Background: an optimization exercise with open tools, aiming at small area, a short achievable clock period and few clock cycles. Do not read the settings as production practice. Function was not checked in any run shown here: the RTL went through the layout flow alone. Power figures rest on the tool's default switching activity, not on a simulated workload.

## design/flow/config.mk

```make
export PLATFORM = sky130hd
export DESIGN_NAME = baton_relay_core
export DESIGN_NICKNAME = baton_relay_core
export VERILOG_FILES = /design/flow/design.v
export SDC_FILE = /design/flow/constraint.sdc
export NUM_CORES = 4
export LEC_CHECK = 0
export CAP_MARGIN = 20
export CORE_MARGIN = 2
export CORE_UTILIZATION = 40
export SETUP_SLACK_MARGIN = 5.0
export SLEW_MARGIN = 20
```

## design/flow/constraint.sdc

```tcl
create_clock -name core_clock -period 8.0 [get_ports {clk}]
set_input_delay 1.6000 -clock core_clock [delete_from_list [all_inputs] [get_ports {clk}]]
set_output_delay 1.6000 -clock core_clock [all_outputs]
set_load 0.01 [all_outputs]
```

## design/flow/design.v

```verilog
module baton_relay_core (
    input  wire        clk,
    input  wire        rst,
    input  wire [63:0] cfg_turns_required,
    input  wire        cmd_valid,
    output wire        cmd_ready,
    input  wire [1:0]  cmd_op,
    input  wire [7:0]  cmd_seed,
    input  wire        rx_valid,
    output wire        rx_ready,
    input  wire [63:0] rx_data,
    input  wire [3:0]  rx_len,
    input  wire        rx_fin,
    input  wire        offer_valid,
    output wire        offer_ready,
    input  wire [15:0] offer_len,
    output wire        tx_valid,
    input  wire        tx_ready,
    output wire [63:0] tx_data,
    output wire [3:0]  tx_len,
    output wire        tx_fin,
    output wire        tx_last,
    output wire        idle,
    output wire [2:0]  state,
    output wire        role,
    output wire [7:0]  baton_out,
    output wire [7:0]  baton_in,
    output wire [63:0] turn_count,
    output wire [63:0] rx_byte_count,
    output wire [2:0]  close_code,
    output wire        dgram_ready,
    output wire [7:0]  dgram_value
);
    localparam OP_ACCEPT   = 2'd0;
    localparam OP_CONNECT  = 2'd1;
    localparam OP_DEREG    = 2'd2;
    localparam OP_TIMEOUT  = 2'd3;
    localparam S_IDLE   = 3'd0;
    localparam S_READY  = 3'd1;
    localparam S_SENT   = 3'd2;
    localparam S_DONE   = 3'd3;
    localparam S_CLOSED = 3'd5;
    localparam [1:0] CC_SUCCESS   = 2'b00;
    localparam [1:0] CC_MALFORMED = 2'b01;
    localparam [1:0] CC_TIMEOUT   = 2'b10;
    localparam [1:0] CC_NONE      = 2'b11;
    localparam [2:0] D_IDLE  = 3'd0;   
    localparam [2:0] D_LEN2  = 3'd1;   
    localparam [2:0] D_BODY  = 3'd2;   
    localparam [2:0] D_DONE  = 3'd3;   
    localparam [2:0] D_BAD   = 3'd4;   
    localparam [2:0] D_SPLIT = 3'd5;   
    reg [2:0]  st;
    reg        role_r;
    reg [7:0]  baton_out_r;
    reg [7:0]  baton_in_r;
    reg        first_seen;
    reg [63:1] tc_hi;           
    reg [63:0] rx_bytes;
    reg [1:0]  cc;
    reg        dgram_ready_r;
    reg [7:0]  dgram_value_r;
    reg [63:1] rq;              
    reg        rc;              
    reg        r257;            
    reg        reached;         
    reg        cmd_seen;
    reg [1:0]  c_op;
    reg        c_seed_ok;
    reg [2:0]  dph;
    reg [14:0] rem;             
    reg        rx_pre;          
    reg        send_q;          
    reg [14:0] fl;              
    reg        tx_busy;
    reg        last_r;          
    reg [3:0]  len_r;           
    reg        fin_r;           
    reg [15:0] w;               
    reg [1:0]  hdr;             
    reg        turn_chk;
    reg        turn_fin;
    reg [7:1]  tc_cin;
    reg [7:1]  rb_cin;
    wire active = (st != S_IDLE) && (st != S_CLOSED);
    wire in_idle = !tx_busy && !turn_chk && !turn_fin && (rb_cin == 7'd0);
    wire rx_ok   = !active || dph == D_BODY || dph == D_DONE || rx_pre;
    assign idle        = in_idle;
    assign cmd_ready   = in_idle && cmd_seen;
    assign rx_ready    = in_idle && rx_ok;
    assign offer_ready = in_idle;
    wire tc0 = (st != S_IDLE) && !role_r;
    assign state         = st;
    assign role          = role_r;
    assign baton_out     = baton_out_r;
    assign baton_in      = baton_in_r;
    assign turn_count    = {tc_hi, tc0};
    assign rx_byte_count = rx_bytes;
    assign close_code    = {cc[1], cc[0], cc[1] & cc[0]};
    assign dgram_ready   = dgram_ready_r;
    assign dgram_value   = dgram_value_r;
    wire cmd_look = in_idle && cmd_valid && !cmd_seen;
    wire cmd_go   = in_idle && cmd_valid && cmd_seen;
    wire rx_look  = in_idle && !cmd_valid && rx_valid && !rx_ok;
    wire rx_go    = in_idle && !cmd_valid && rx_valid && rx_ok;
    wire offer_go = in_idle && !cmd_valid && !rx_valid && offer_valid;
    wire c_start    = (c_op == OP_ACCEPT || c_op == OP_CONNECT) && st == S_IDLE &&
                      (c_op == OP_CONNECT || c_seed_ok);
    wire c_dereg    = (c_op == OP_DEREG) && st != S_IDLE;
    wire c_timeout  = (c_op == OP_TIMEOUT) && active;
    wire [63:0] cfg = cfg_turns_required;
    reg [63:0] beat_data;
    integer i;
    always @(*) begin
        for (i = 0; i < 8; i = i + 1)
            beat_data[i*8 +: 8] = (fin_r && (i + 1 >= len_r)) ? baton_out_r : 8'd0;
        if (hdr[0]) beat_data[7:0]  = 8'h3f;
        if (hdr[1]) beat_data[15:0] = 16'hff7f;
    end
    assign tx_valid = tx_busy;
    assign tx_data  = beat_data;
    assign tx_len   = len_r;
    assign tx_fin   = fin_r;
    assign tx_last  = last_r;
    wire beat_go = tx_busy && tx_ready;
    wire [15:0] m = offer_len;
    wire        offer_writes = active && send_q && (m != 16'd0);
    wire        choose = (fl == 15'd0);
    wire        bo_zero = (baton_out_r == 8'd0);
    wire        m_one = (m == 16'd1);
    wire [14:0] len_choice = bo_zero ? 15'd2 : m_one ? 15'd65 : 15'd16386;
    wire        m_le8 = (m[15:4] == 12'd0) && (m[3:0] <= 4'd8);
    wire        fl_le8 = (fl[14:4] == 11'd0) && (fl[3:0] <= 4'd8);
    wire        L_le8 = choose ? bo_zero : fl_le8;
    wire [3:0]  m_c = m_le8 ? m[3:0] : 4'd8;
    wire [3:0]  L_c = choose ? (bo_zero ? 4'd2 : 4'd8) : (fl_le8 ? fl[3:0] : 4'd8);
    wire        L_first = (L_c <= m_c);
    wire [3:0]  len1 = L_first ? L_c : m_c;
    wire        last1 = m_le8 || L_le8;
    wire        fin1 = L_le8 && L_first;
    wire        w_le16  = (w[15:5] == 11'd0) && (!w[4] || w[3:0] == 4'd0);
    wire        fl_le16 = (fl[14:5] == 10'd0) && (!fl[4] || fl[3:0] == 4'd0);
    wire [3:0]  w_n  = w_le16 ? w[3:0] - 4'd8 : 4'd8;
    wire [3:0]  fl_n = fl_le16 ? fl[3:0] - 4'd8 : 4'd8;
    wire        fl_first_n = (fl_n <= w_n);
    wire [7:0] b0 = rx_data[7:0];
    wire [7:0] b1 = rx_data[15:8];
    wire [3:0] n  = rx_len;
    wire       rx_n0 = (n == 4'd0);
    wire        rem_small = (rem[14:3] == 12'd0);
    wire        has_baton = rem_small && ({1'b0, rem[2:0]} < n);
    wire        extra     = rem_small && ({1'b0, rem[2:0]} + 4'd1 < n);
    wire [7:0]  rx_baton  = rx_data[rem[2:0]*8 +: 8];
    wire [14:0] rem_next  = rem - {11'd0, n};
    wire [7:0]  b          = baton_in_r;
    wire [7:0]  b_plus1    = b + 8'd1;
    wire [7:0]  b_corrupt  = b + 8'd31;
    wire        seq_error  = first_seen && (b != baton_out_r + 8'd1);
    wire [4:0]  m7a        = {2'd0, b[2:0]} + {2'd0, b[5:3]} + {3'd0, b[7:6]};
    wire [3:0]  m7b        = {1'b0, m7a[2:0]} + {2'd0, m7a[4:3]};
    wire        arm_dgram  = role_r ? (m7b == 4'd1 || m7b == 4'd8)
                                    : (m7b == 4'd0 || m7b == 4'd7);
    wire        k_eq_rq    = (tc_hi == rq);
    wire        reached_k  = reached || k_eq_rq;           
    wire        terminal   = rc ? reached : reached_k;    
    wire        k_ge2      = (tc_hi[63:2] != 62'd0);
    wire        k_ge3      = (tc_hi[63:3] != 61'd0) || (tc_hi[2] && tc_hi[1]);
    wire        corrupting = r257 && (role_r ? k_ge3 : k_ge2);    
    wire [4:0]  rxb_lo = {1'b0, rx_bytes[3:0]} + {1'b0, n};
    integer j;
    always @(posedge clk) begin
        if (rst) begin
            st            <= S_IDLE;
            role_r        <= 1'b0;
            baton_out_r   <= 8'd0;
            baton_in_r    <= 8'd0;
            first_seen    <= 1'b0;
            tc_hi         <= 63'd0;
            rx_bytes      <= 64'd0;
            cc            <= CC_NONE;
            dgram_ready_r <= 1'b0;
            dgram_value_r <= 8'd0;
            cmd_seen      <= 1'b0;
            dph           <= D_IDLE;
            rx_pre        <= 1'b0;
            send_q        <= 1'b0;
            fl            <= 15'd0;
            tx_busy       <= 1'b0;
            turn_chk      <= 1'b0;
            turn_fin      <= 1'b0;
            tc_cin        <= 7'd0;
            rb_cin        <= 7'd0;
        end else begin
            if (cmd_look) begin
                cmd_seen  <= 1'b1;
                c_op      <= cmd_op;
                c_seed_ok <= (cmd_seed != 8'd0) && (!cmd_seed[7] || cmd_seed[6:0] == 7'd0);
            end
            if (cmd_go) begin
                cmd_seen <= 1'b0;
                if (c_start) begin
                    st            <= S_READY;
                    role_r        <= (c_op == OP_CONNECT);
                    baton_out_r   <= (c_op == OP_ACCEPT) ? cmd_seed : 8'd0;
                    baton_in_r    <= 8'd0;
                    first_seen    <= 1'b0;
                    rq            <= cfg[63:1];
                    rc            <= (c_op == OP_CONNECT) || cfg[0];
                    r257          <= (cfg == 64'd257);
                    reached       <= (cfg[63:1] == 63'd0);
                    tc_hi         <= 63'd0;
                    rx_bytes      <= 64'd0;
                    cc            <= CC_NONE;
                    dgram_ready_r <= 1'b0;
                    dgram_value_r <= 8'd0;
                    dph           <= D_IDLE;
                    fl            <= 15'd0;
                    send_q        <= (c_op == OP_ACCEPT);
                end
                if (c_dereg) begin
                    if (role_r) begin
                        st <= S_CLOSED;
                    end else begin
                        st            <= S_IDLE;
                        role_r        <= 1'b0;
                        baton_out_r   <= 8'd0;
                        baton_in_r    <= 8'd0;
                        first_seen    <= 1'b0;
                        tc_hi         <= 63'd0;
                        rx_bytes      <= 64'd0;
                        cc            <= CC_NONE;
                        dgram_ready_r <= 1'b0;
                        dgram_value_r <= 8'd0;
                        dph           <= D_IDLE;
                        send_q        <= 1'b0;
                        fl            <= 15'd0;
                    end
                end
                if (c_timeout) begin
                    st <= S_CLOSED;
                    cc <= CC_TIMEOUT;
                end
            end
            if (rx_look) begin
                rx_pre <= 1'b1;
                if (!rx_n0) begin
                    if (dph == D_LEN2) begin
                        rem <= {1'b0, rem[13:8], b0} + 15'd1;
                        dph <= D_BODY;
                    end else if (b0[7]) begin
                        dph <= D_BAD;
                    end else if (!b0[6]) begin
                        rem <= {9'd0, b0[5:0]} + 15'd1;
                        dph <= D_BODY;
                    end else if (n != 4'd1) begin
                        rem <= {1'b0, b0[5:0], b1} + 15'd2;
                        dph <= D_BODY;
                    end else begin
                        rem[13:8] <= b0[5:0];
                        dph <= D_SPLIT;
                    end
                end
            end
            if (rx_go) begin
                rx_pre <= 1'b0;
            end
            if (rx_go && active) begin
                rx_bytes[3:0] <= rxb_lo[3:0];
                if (rxb_lo[4]) begin
                    rx_bytes[11:4] <= rx_bytes[11:4] + 8'd1;
                    rb_cin[1]      <= (rx_bytes[11:4] == 8'hff);
                end
                case (dph)
                D_BODY: begin
                    if (rx_n0) begin
                        if (rx_fin) begin
                            st <= S_CLOSED;
                            cc <= CC_MALFORMED;
                        end
                    end else if (has_baton) begin
                        baton_in_r <= rx_baton;
                        dph        <= D_DONE;
                        if (extra) begin
                            st <= S_CLOSED;
                            cc <= CC_MALFORMED;
                        end else begin
                            turn_chk <= 1'b1;
                        end
                    end else begin
                        rem <= rem_next;
                        if (rx_fin) begin
                            st <= S_CLOSED;
                            cc <= CC_MALFORMED;
                        end
                    end
                end
                D_DONE: begin
                    if (!rx_n0) begin
                        st <= S_CLOSED;
                        cc <= CC_MALFORMED;
                    end
                end
                D_LEN2: begin
                    if (rx_fin) begin
                        st <= S_CLOSED;
                        cc <= CC_MALFORMED;
                    end
                end
                D_BAD: begin
                    st <= S_CLOSED;
                    cc <= CC_MALFORMED;
                end
                D_SPLIT: begin
                    dph <= D_LEN2;
                    if (rx_fin) begin
                        st <= S_CLOSED;
                        cc <= CC_MALFORMED;
                    end
                end
                default: begin
                end
                endcase
            end
            for (j = 1; j < 7; j = j + 1) begin
                if (rb_cin[j]) begin
                    rx_bytes[j*8+4 +: 8] <= rx_bytes[j*8+4 +: 8] + 8'd1;
                    rb_cin[j]   <= 1'b0;
                    rb_cin[j+1] <= (rx_bytes[j*8+4 +: 8] == 8'hff);
                end
            end
            if (rb_cin[7]) begin
                rx_bytes[63:60] <= rx_bytes[63:60] + 4'd1;
                rb_cin[7]       <= 1'b0;
            end
            if (offer_go) begin
                tx_busy <= 1'b1;
                hdr     <= 2'b00;
                if (offer_writes) begin
                    w      <= m;
                    len_r  <= len1;
                    last_r <= last1;
                    fin_r  <= fin1;
                    if (choose) begin
                        fl  <= len_choice;
                        hdr <= bo_zero ? 2'b00 : m_one ? 2'b01 : 2'b10;
                    end
                end else begin
                    len_r  <= 4'd0;
                    last_r <= 1'b1;
                    fin_r  <= 1'b0;
                end
            end
            if (beat_go) begin
                hdr <= 2'b00;
                if (last_r) begin
                    tx_busy <= 1'b0;
                    if (fin_r) begin
                        fl     <= 15'd0;
                        send_q <= 1'b0;
                        dph    <= D_IDLE;
                        if (st != S_DONE)
                            st <= S_SENT;
                    end else begin
                        fl <= fl - {11'd0, len_r};
                    end
                end else begin
                    w[15:3]  <= w[15:3] - 13'd1;
                    fl[14:3] <= fl[14:3] - 12'd1;
                    last_r   <= w_le16 || fl_le16;
                    len_r    <= fl_first_n ? fl_n : w_n;
                    fin_r    <= fl_le16 && fl_first_n;
                end
            end
            if (turn_chk) begin
                turn_chk <= 1'b0;
                if (b == 8'd0) begin
                    st <= S_CLOSED;
                    cc <= CC_SUCCESS;
                end else if (seq_error) begin
                    st <= S_CLOSED;
                    cc <= CC_MALFORMED;
                end else begin
                    first_seen <= 1'b1;
                    if (arm_dgram) begin
                        dgram_ready_r <= 1'b1;
                        dgram_value_r <= b;
                    end
                    tc_hi[8:1] <= tc_hi[8:1] + 8'd1;
                    tc_cin[1]  <= (tc_hi[8:1] == 8'hff);
                    turn_fin   <= 1'b1;
                end
            end
            for (j = 1; j < 7; j = j + 1) begin
                if (tc_cin[j]) begin
                    tc_hi[j*8+1 +: 8] <= tc_hi[j*8+1 +: 8] + 8'd1;
                    tc_cin[j]   <= 1'b0;
                    tc_cin[j+1] <= (tc_hi[j*8+1 +: 8] == 8'hff);
                end
            end
            if (tc_cin[7]) begin
                tc_hi[63:57] <= tc_hi[63:57] + 7'd1;
                tc_cin[7]    <= 1'b0;
            end
            if (turn_fin && tc_cin == 7'd0) begin
                turn_fin <= 1'b0;
                reached  <= reached_k;
                if (terminal) begin
                    baton_out_r <= 8'd0;
                    st          <= S_DONE;
                end else if (corrupting) begin
                    baton_out_r <= (b_corrupt == 8'd0) ? 8'd1 : b_corrupt;
                    st          <= S_SENT;
                end else begin
                    baton_out_r <= b_plus1;
                    st          <= S_SENT;
                end
                send_q <= 1'b1;
                fl     <= 15'd0;
            end
        end
    end
endmodule
```

## design/flow/flow/run.sh

```bash
#!/bin/bash
# Standard layout, with every port buffered by the smallest buffer instead of
# the flow's default choice. Full make output goes to standard.log.
set -euo pipefail
export BUFFER_PORTS_ARGS="-buffer_cell sky130_fd_sc_hd__buf_1"
bash standard.sh finish > standard.log 2>&1
```

## design/flow/standard.sh

```bash
#!/bin/bash
# synth_recipe.tcl (not shown) runs the flow's synth.tcl, then flattens the netlist and writes it again
# the make line also repeats each setting of config.mk as NAME=value (left out here)
make -C /OpenROAD-flow-scripts/flow DESIGN_CONFIG=/design/flow/config.mk WORK_HOME=/design/flow/orfs CLKGATE_MAP_FILE= SYNTH_SCRIPT=/design/flow/synth_recipe.tcl "${@:-finish}"
```

==> results of run 1 <==
-- per-layer routing --
layer	global-route usage (%)	vias to the layer above	wire length (um)	part of all wire, %
met3	4.48	126	4380	6.5
met4	9.17	0	2130	3.1
met5	0	-	0	0
met1	34.5	9110	28200	42
met2	44.3	727	33000	49
li1	-	8779	-	-
-- registers in the layout, summed over array words and instances (netlist names), 4 cells and up --
| signal | cells |
|---|---|
| rem | 15 |
| len_r | 4 |
| baton_out_r | 8 |
| rb_cin | 7 |
| w | 16 |
| tc_cin | 7 |
| rx_bytes | 64 |
| fl | 15 |
| tc_hi | 63 |
| rq | 63 |
| baton_in_r | 8 |
| dgram_value_r | 8 |
-- per-stage QoR --
step,total power (W),util [%],hold slack [ns],setup slack [ns]
after floorplan,0.00194,-,0.475,3.83
after global placement,0.00207,45.6,0.445,3.40
after detailed placement,0.00208,45.6,0.448,3.32
after CTS,0.00379,51.6,0.463,4.22
after global routing,0.00394,54.0,0.473,4.12
final,0.00381,54.0,0.454,4.16
-- worst max-delay path, stage by stage --
cell and delay (ns):
sky130_fd_sc_hd__buf_6 0.09, sky130_fd_sc_hd__or4_4 0.54, sky130_fd_sc_hd__a2111oi_4 0.38, sky130_fd_sc_hd__buf_4 0.18, sky130_fd_sc_hd__nand2_1 0.13, sky130_fd_sc_hd__ha_4 0.28
sky130_fd_sc_hd__o21a_1 0.10, sky130_fd_sc_hd__o21a_1 0.19, sky130_fd_sc_hd__o21ai_4 0.25, sky130_fd_sc_hd__mux2i_1 0.11, sky130_fd_sc_hd__a22oi_1 0.18, sky130_fd_sc_hd__a21oi_1 0.09
-- synth_stat cells, drive strengths merged (10+ instances only) --
master / number / area share (%)
a211oi: 25 / 1.1
a21o: 19 / 0.77
a21oi: 141 / 3.8
a22oi: 18 / 0.73
a31oi: 14 / 0.47
and2: 36 / 1.2
and3: 69 / 2.3
and4: 21 / 1.0
buf: 13 / 0.39
clkbuf: 99 / 2.0
dfxtp: 197 / 21
edfxtp: 108 / 18
ha: 63 / 4.3
inv: 79 / 1.6
mux2: 14 / 0.85
mux2i: 27 / 1.5
mux4: 16 / 2.0
nand2: 167 / 3.4
nand2b: 10 / 0.34
nand3: 80 / 2.2
nand4: 35 / 1.2
nor2: 226 / 4.6
nor2b: 22 / 0.75
nor3: 48 / 1.3
nor3b: 13 / 0.56
nor4: 66 / 2.5
nor4b: 14 / 0.66
o211ai: 11 / 0.47
o21a: 14 / 0.57
o21ai: 113 / 3.1
o221ai: 40 / 1.9
o22ai: 17 / 0.58
or2: 11 / 0.37
or3: 31 / 1.1
or4: 10 / 0.41
xnor2: 38 / 1.8
xor2: 97 / 4.6
-- kinds of logic (layout without fill, tap and decap cells) --
| group | after synthesis | in the layout | share of synthesized area (%) |
|---|---|---|---|
| xor gates and xnor gates | 135 | 135 | 6.40 |
| adders and majority gates | 70 | 70 | 5.03 |
| and+or+nand+nor | 875 | 877 | 24.7 |
| muxes | 57 | 57 | 4.27 |
| buffers and inverters | 191 | 699 | 4.00 |
| DFF | 305 | 305 | 38.9 |
| AOI/OAI and AO/OA | 478 | 478 | 16.7 |
-- worst min path at each step --
stage	startpoint	end	slack, ns	cells after the start
after floorplan	turn_fin	turn_fin	0.48	2
after global placement	dgram_ready_r	dgram_ready_r	0.45	2
after detailed placement	dgram_ready_r	dgram_ready_r	0.45	2
after CTS	rx_bytes[59]	rb_cin[7]	0.46	2
after global routing	rb_cin[6]	rb_cin[6]	0.47	1
final	rb_cin[6]	rb_cin[6]	0.45	1
-- cell type report --
type	count	share of cell area, %
clock buffers	57	4.46
clock inverters	9	0.388
inverters	79	1.21
multi-input cells	1617	48.0
flip-flops and latches	305	29.5
well taps	600	3.06
repair buffers	554	13.3
-- repair_timing --
item	in CTS	in global routing
pin swaps	73	78
gates cloned	0	2
endpoints found under the setup margin	311	256
gates resized for setup	254	201
buffers inserted	98	43
-- power groups by stage --
stage	logic, W	registers (W)	clock network, W
floorplan	0.000254	0.00168	0
global placement	0.000366	0.00171	0
detailed placement	0.000373	0.00171	0
CTS	0.000436	0.00167	0.00169
global route	0.000514	0.00167	0.00176
finish	0.000476	0.00167	0.00167
==> results.json, run 1 <==
{
  "syn_nets": 2346,
  "cp-startpoint": "offer_len[4]",
  "timing.slew.headroom_pct": 23.0,
  "nFillCells": 4199,
  "regToRegEndpoint": "len_r[2]",
  "die-area_um2": 47900,
  "htreeDepth": 2,
  "setup_repair_after_global_routing_missed_its_margin": "yes",
  "setup_tns_ns": 0,
  "clockBufferDepth": 3,
  "outcome": "no timing/DRC/antenna violations",
  "remaining_drc_errors": 0,
  "grt_max_degree": 77,
  "grt_util_all_layers_pct": 26.5,
  "synthesis.instances": 2111,
  "final_period_minus_worst_setup_slack_ns": 3.84,
  "grt_pass1_wl_mm": 99.8,
  "comb_power_share_pct": 12.5,
  "powerDensity_nw_per_um2": 155,
  "finalHoldViolCount": 0,
  "power.ir.vdd_worst_v": 0.000181,
  "worst_setup_path_start_kind": "input pin",
  "fmax_ghz": 0.261,
  "cap_viol_max_count": 0,
  "clk_root_buffer_cell": "sky130_fd_sc_hd__clkbuf_16",
  "drive_gt1_share_pct": 23.5,
  "ff2ff_path_depth": 13,
  "p_clk_share_pct": 43.7,
  "timing_max_transition_violations_final": 0,
  "power.leakage_nw": 9.19,
  "fin_skew_ns": 0.0322,
  "tritoncts": "built",
  "fp.coreArea_um2": 45500,
  "synth.avg_cell_area_um2": 8.75,
  "timing.hold.worst.class": "flop to flop",
  "yosys.cell_types.count": 79,
  "final_cell_count_no_fill": 3221,
  "dr.first_iter.drc_count": 1320,
  "hold_buffers": 0,
  "rrSetupSlack_ns": 4.34,
  "core.rowCount": 78,
  "ioPinCount": 400,
  "reg2reg_from": "fl[3]",
  "place.port_buffers": 399,
  "mostFrequentLayoutCell": "sky130_fd_sc_hd__buf_1",
  "cp_max_fo": 6,
  "multi_input_area_um2": 11800,
  "gr-total-overflow": 0,
  "finalCritPeriodShare_pct": 48.0,
  "critical_path.endpoint_type": "flop",
  "timing.critical_path.arrival_ns": 4.15,
  "yosys_register_bits": 305,
  "timing_worst_setup_path_type": "input pin to flop",
  "placed_cell_area_um2": 20700,
  "switching_power_share_of_the_total_pct": 27.1,
  "internal_power_w": 0.00278,
  "synth_enable_flop_cells": 108,
  "dieHeight_um": 219,
  "setup_violations": 0,
  "route.vias.total": 18700,
  "cts_buffers": 37,
  "globalplace.congestion": 0.887,
  "mapped_area_um2": 18500,
  "clk_transition_reported_paths_ns": 0.05,
  "antenna-diode-count": 0,
  "cts_sinks": 305,
  "syn_to_final_growth_pct": 32.8,
  "required_time_worst_endpoint_ns": 8.31,
  "most-common-layout-cells": "sky130_fd_sc_hd__buf_1, sky130_fd_sc_hd__nor2_1, sky130_fd_sc_hd__dfxtp_1",
  "seqCellArea_um2": 7250,
  "first_global_vias": 17600,
  "drtPass1Iterations": 6,
  "yosys_warnings": 1,
  "async_reset_ff_share_pct": 0,
  "floorplan.initialDensity_pct": 40.6,
  "routed_via_density": 5.82,
  "postLayoutCellArea_um2": 24500,
  "finish.net_count": 2829,
  "grt_antenna_before_repair": 0,
  "placed_cells_incl_taps": 3012,
  "insertion_delay_ns": 0.58,
  "switchingPower_w": 0.00103,
  "die_w_um": 219,
  "synth_top_flop_cell": "sky130_fd_sc_hd__dfxtp_1",
  "dpl_hpwl_mm": 46.7,
  "share_seq_of_total_power_pct": 43.8,
  "drt-total-wl_mm": 67.7,
  "synth_seq_area_share_pct": 38.9,
  "wire_per_inst_um": 21.0,
  "drtAntennaViolNets": 0,
  "termination_of_the_worst_setup_path": "len_r[2]",
  "tightestPinTransition_ns": 1.15
}
==> inputs of run 2 (changes only) <==
--- a/design/flow/config.mk
+++ b/design/flow/config.mk
@@ -8,5 +8,5 @@
 export CAP_MARGIN = 20
 export CORE_MARGIN = 2
 export CORE_UTILIZATION = 40
-export SETUP_SLACK_MARGIN = 5.0
+export SETUP_SLACK_MARGIN = 4.5
 export SLEW_MARGIN = 20
==> results.json, run 2 <==
{
  "timing_max_transition_violations_final": 0,
  "timing.slew.headroom_pct": 32.5,
  "cts_buffers": 38,
  "clk_root_buffer_cell": "sky130_fd_sc_hd__clkbuf_16",
  "power.leakage_nw": 8.26,
  "yosys.cell_types.count": 79,
  "setup_tns_ns": 0,
  "cpMostUsedCell": "sky130_fd_sc_hd__o21a_1",
  "comb_power_share_pct": 10.9,
  "core.rowCount": 78,
  "tightestPinTransition_ns": 1.00,
  "required_time_worst_endpoint_ns": 8.28,
  "route.vias.total": 18100,
  "drive_gt1_share_pct": 11.8,
  "timing.critical_path.arrival_ns": 4.05,
  "syn_nets": 2346,
  "yosys_register_bits": 305,
  "synth_top_area_share_pct": 21.4,
  "gr-total-overflow": 0,
  "setup_violations": 0,
  "fp.coreArea_um2": 45500,
  "grt_antenna_before_repair": 2,
  "cts_sinks": 305,
  "die-area_um2": 47900,
  "clk_transition_reported_paths_ns": 0.06,
  "synthesis.instances": 2111,
  "yosys_warnings": 1,
  "grt_util_all_layers_pct": 25.7,
  "setup_repair_after_global_routing_missed_its_margin": "yes",
  "syn_to_final_growth_pct": 22.5,
  "netlist_top_cells_area": "sky130_fd_sc_hd__dfxtp_1, sky130_fd_sc_hd__edfxtp_1, sky130_fd_sc_hd__xor2_1",
  "switching_power_share_of_the_total_pct": 25.8,
  "synth_top_flop_cell": "sky130_fd_sc_hd__dfxtp_1",
  "timing_worst_setup_path_type": "input pin to flop",
  "critical_path.slowest_cell": "sky130_fd_sc_hd__or4_4",
  "wire_per_inst_um": 20.4,
  "mostFrequentLayoutCell": "sky130_fd_sc_hd__buf_1",
  "tritoncts": "built",
  "timing.hold.worst.class": "flop to flop",
  "clockBufferDepth": 3,
  "dieHeight_um": 219,
  "final_hold_slack_ns": 0.469,
  "hold_buffers": 0,
  "finalCritPeriodShare_pct": 47.2,
  "place.port_buffers": 399,
  "critical_path.endpoint_type": "flop",
  "fmax_ghz": 0.265,
  "dr_wl_met2_mm": 30.5,
  "routed_via_density": 5.77,
  "synth_seq_area_share_pct": 38.9,
  "cap_viol_max_count": 0,
  "outcome": "no timing/DRC/antenna violations",
  "m1WireLength_mm": 28.0,
  "registers.top_by_ff_count": "rx_bytes",
  "drt-total-wl_mm": 64.0,
  "mapped_area_um2": 18500,
  "finalHoldViolCount": 0,
  "synth.most_common_cell": "sky130_fd_sc_hd__nor2_1",
  "synth.avg_cell_area_um2": 8.75,
  "worstPathCellList": "buf_6 > or4_4 > a2111oi_4 > nand2_2 > ha_4 > nor2b_4 > o21a_1 > o21a_1 > o21ai_4 > mux2i_1 > a22oi_1 > a21oi_1",
  "wl_met3_mm": 3.59,
  "yosys-top-cells-count": "sky130_fd_sc_hd__nor2_1, sky130_fd_sc_hd__dfxtp_1, sky130_fd_sc_hd__nand2_1",
  "power.ir.vdd_worst_v": 0.000168,
  "grt_max_degree": 72,
  "worst_setup_path_start_kind": "input pin",
  "fin_skew_ns": 0.0346,
  "largest_regs": "rx_bytes x64, rq x63, tc_hi x63",
  "async_reset_ff_share_pct": 0,
  "first_global_vias": 16600,
  "largest_reg_flops": 64,
  "grt_pass1_wl_mm": 96.4,
  "dr.first_iter.drc_count": 1476,
  "floorplan.initialDensity_pct": 40.6,
  "powerDensity_nw_per_um2": 169,
  "drtPass1Iterations": 5,
  "cp_max_fo": 6,
  "insertion_delay_ns": 0.57,
  "drtAntennaViolNets": 0,
  "dr.max_layer_used": "met5",
  "max_stage_delay_ns": 0.56,
  "ioPinCount": 400,
  "most-common-layout-cells": "sky130_fd_sc_hd__buf_1, sky130_fd_sc_hd__nor2_1, sky130_fd_sc_hd__dfxtp_1",
  "share_seq_of_total_power_pct": 43.4,
  "p_clk_share_pct": 45.6,
  "synth.largest_area_cell": "sky130_fd_sc_hd__dfxtp_1",
  "dpl_hpwl_mm": 47.3,
  "finish.net_count": 2740,
  "htreeDepth": 2,
  "die_w_um": 219,
  "remaining_drc_errors": 0,
  "nFillCells": 4396,
  "final_period_minus_worst_setup_slack_ns": 3.78,
  "synth_enable_flop_cells": 108,
  "internal_power_w": 0.00284,
  "switchingPower_w": 0.000991,
  "globalplace.congestion": 0.907
}
-- run 2: cell types whose count changed in the layout (fill, tap and decap cells not counted), sizes merged --
cell,change
clkbuf,-7
clkinv,+3
and2,-1
buf,-86
bufinv,+4
or3,-1
clkinvlp,+1
diode,+1
-- run 2: repair_timing --
| action | in CTS | in global routing |
|---|---|---|
| pin swaps | 19 | 21 |
| setup endpoints to repair | 176 | 100 |
| buffers inserted | 29 | 20 |
| resized for setup | 74 | 50 |
-- run 2: layout make-up --
type / count / area [um2] / area share [%]
inverter: 79 / 297 / 1.31
clock inverter: 17 / 214 / 0.945
timing repair buffer: 466 / 2080 / 9.20
multi-input combinational: 1615 / 11000 / 48.8
sequential: 305 / 7210 / 31.9
clock buffer: 52 / 1040 / 4.61
antenna: 1 / 2.50 / 0.0111
tap: 600 / 751 / 3.32
-- run 2: power groups by stage --
stage	combinational [W]	clock, W	sequential, W
after detailed placement	0.000368	0	0.00170
after floorplan	0.000248	0	0.00168
after global routing	0.000458	0.00184	0.00167
final	0.000419	0.00175	0.00167
after CTS	0.000395	0.00179	0.00167
after global placement	0.000364	0	0.00170
-- run 2: metrics by stage --
step	cell area [um2]	std cells	total power [W]	worst slack, ns	util, %
5_1_grt	22600	3135	0.00397	4.08	49.8
6_report	22600	3135	0.00383	4.22	49.8
3_5_place_dp	20600	3016	0.00207	3.54	45.2
3_3_place_gp	20600	3016	0.00207	3.57	45.2
4_1_cts	22300	3114	0.00385	4.17	48.9
2_1_floorplan	18600	2111	0.00193	3.83	-
-- run 2: path summary, 6_finish.rpt --
path | start | to | slack (ns) | cells past startpoint
worst max-delay path | offer_len[8] | len_r[2] | 4.22 | 12
worst max register to register | w[6] | len_r[3] | 4.41 | 12
worst min register to register | rx_bytes[51] | rb_cin[6] | 0.47 | 2
worst min-delay path | rx_bytes[51] | rb_cin[6] | 0.47 | 2
-- run 2: cell families after synthesis --
logic type / after synthesis / share of synthesized area, %
AND/OR/NAND/NOR: 875 / 24.7
buffers and inverters: 191 / 4.00
AO/OA/AOI/OAI: 478 / 16.7
flip-flops: 305 / 38.9
XOR/XNOR: 135 / 6.40
adder cells (fa/ha/maj): 70 / 5.03
multiplexers: 57 / 4.27
-- run 2: per-layer routing --
layer,vias up,GRT usage (%)
li1,8625,-
met1,8724,33.9
met2,632,43.3
met3,100,3.48
met4,2,8.85
met5,-,0
-- run 2: critical path: cells and delay by family --
family / cells / cell delay (ns)
adder cells (fa/ha/maj): 1 / 0.23
buffers and inverters: 1 / 0.09
multiplexers: 1 / 0.11
AO/OA/AOI/OAI: 6 / 1.22
AND/OR/NAND/NOR: 3 / 0.80

-- re-timing with driven ports --
The flow's constraints put no driver on any port. The routed layouts listed below were extracted and timed again, unchanged, in two steps.
Step 1: set_driving_cell puts a clkbuf_16 on clk and a buf_2 on each other input, an assumption about the parent block.
Step 2 also shifts input and output timing later by t, the mid clock arrival at the registers, as if the neighbouring blocks saw the same clock.
a / b / c = no drivers / after step 1 / after step 2; a / b = the first two.
run	t (ns)	setup WS [ns]	worst hold slack (ns)	slew at the worst register clock pin (ns)
run 1	0.624	4.162 / 4.186 / 3.562	0.454 / 0.454 / 0.454	0.06 / 0.06
run 2	0.609	4.223 / 4.246 / 3.638	0.469 / 0.469 / 0.469	0.06 / 0.06
After both steps every run listed still meets setup and hold. The setup slack of run 1, which loses most, moves by +0.024 ns with the drivers and by -0.600 ns with both steps.
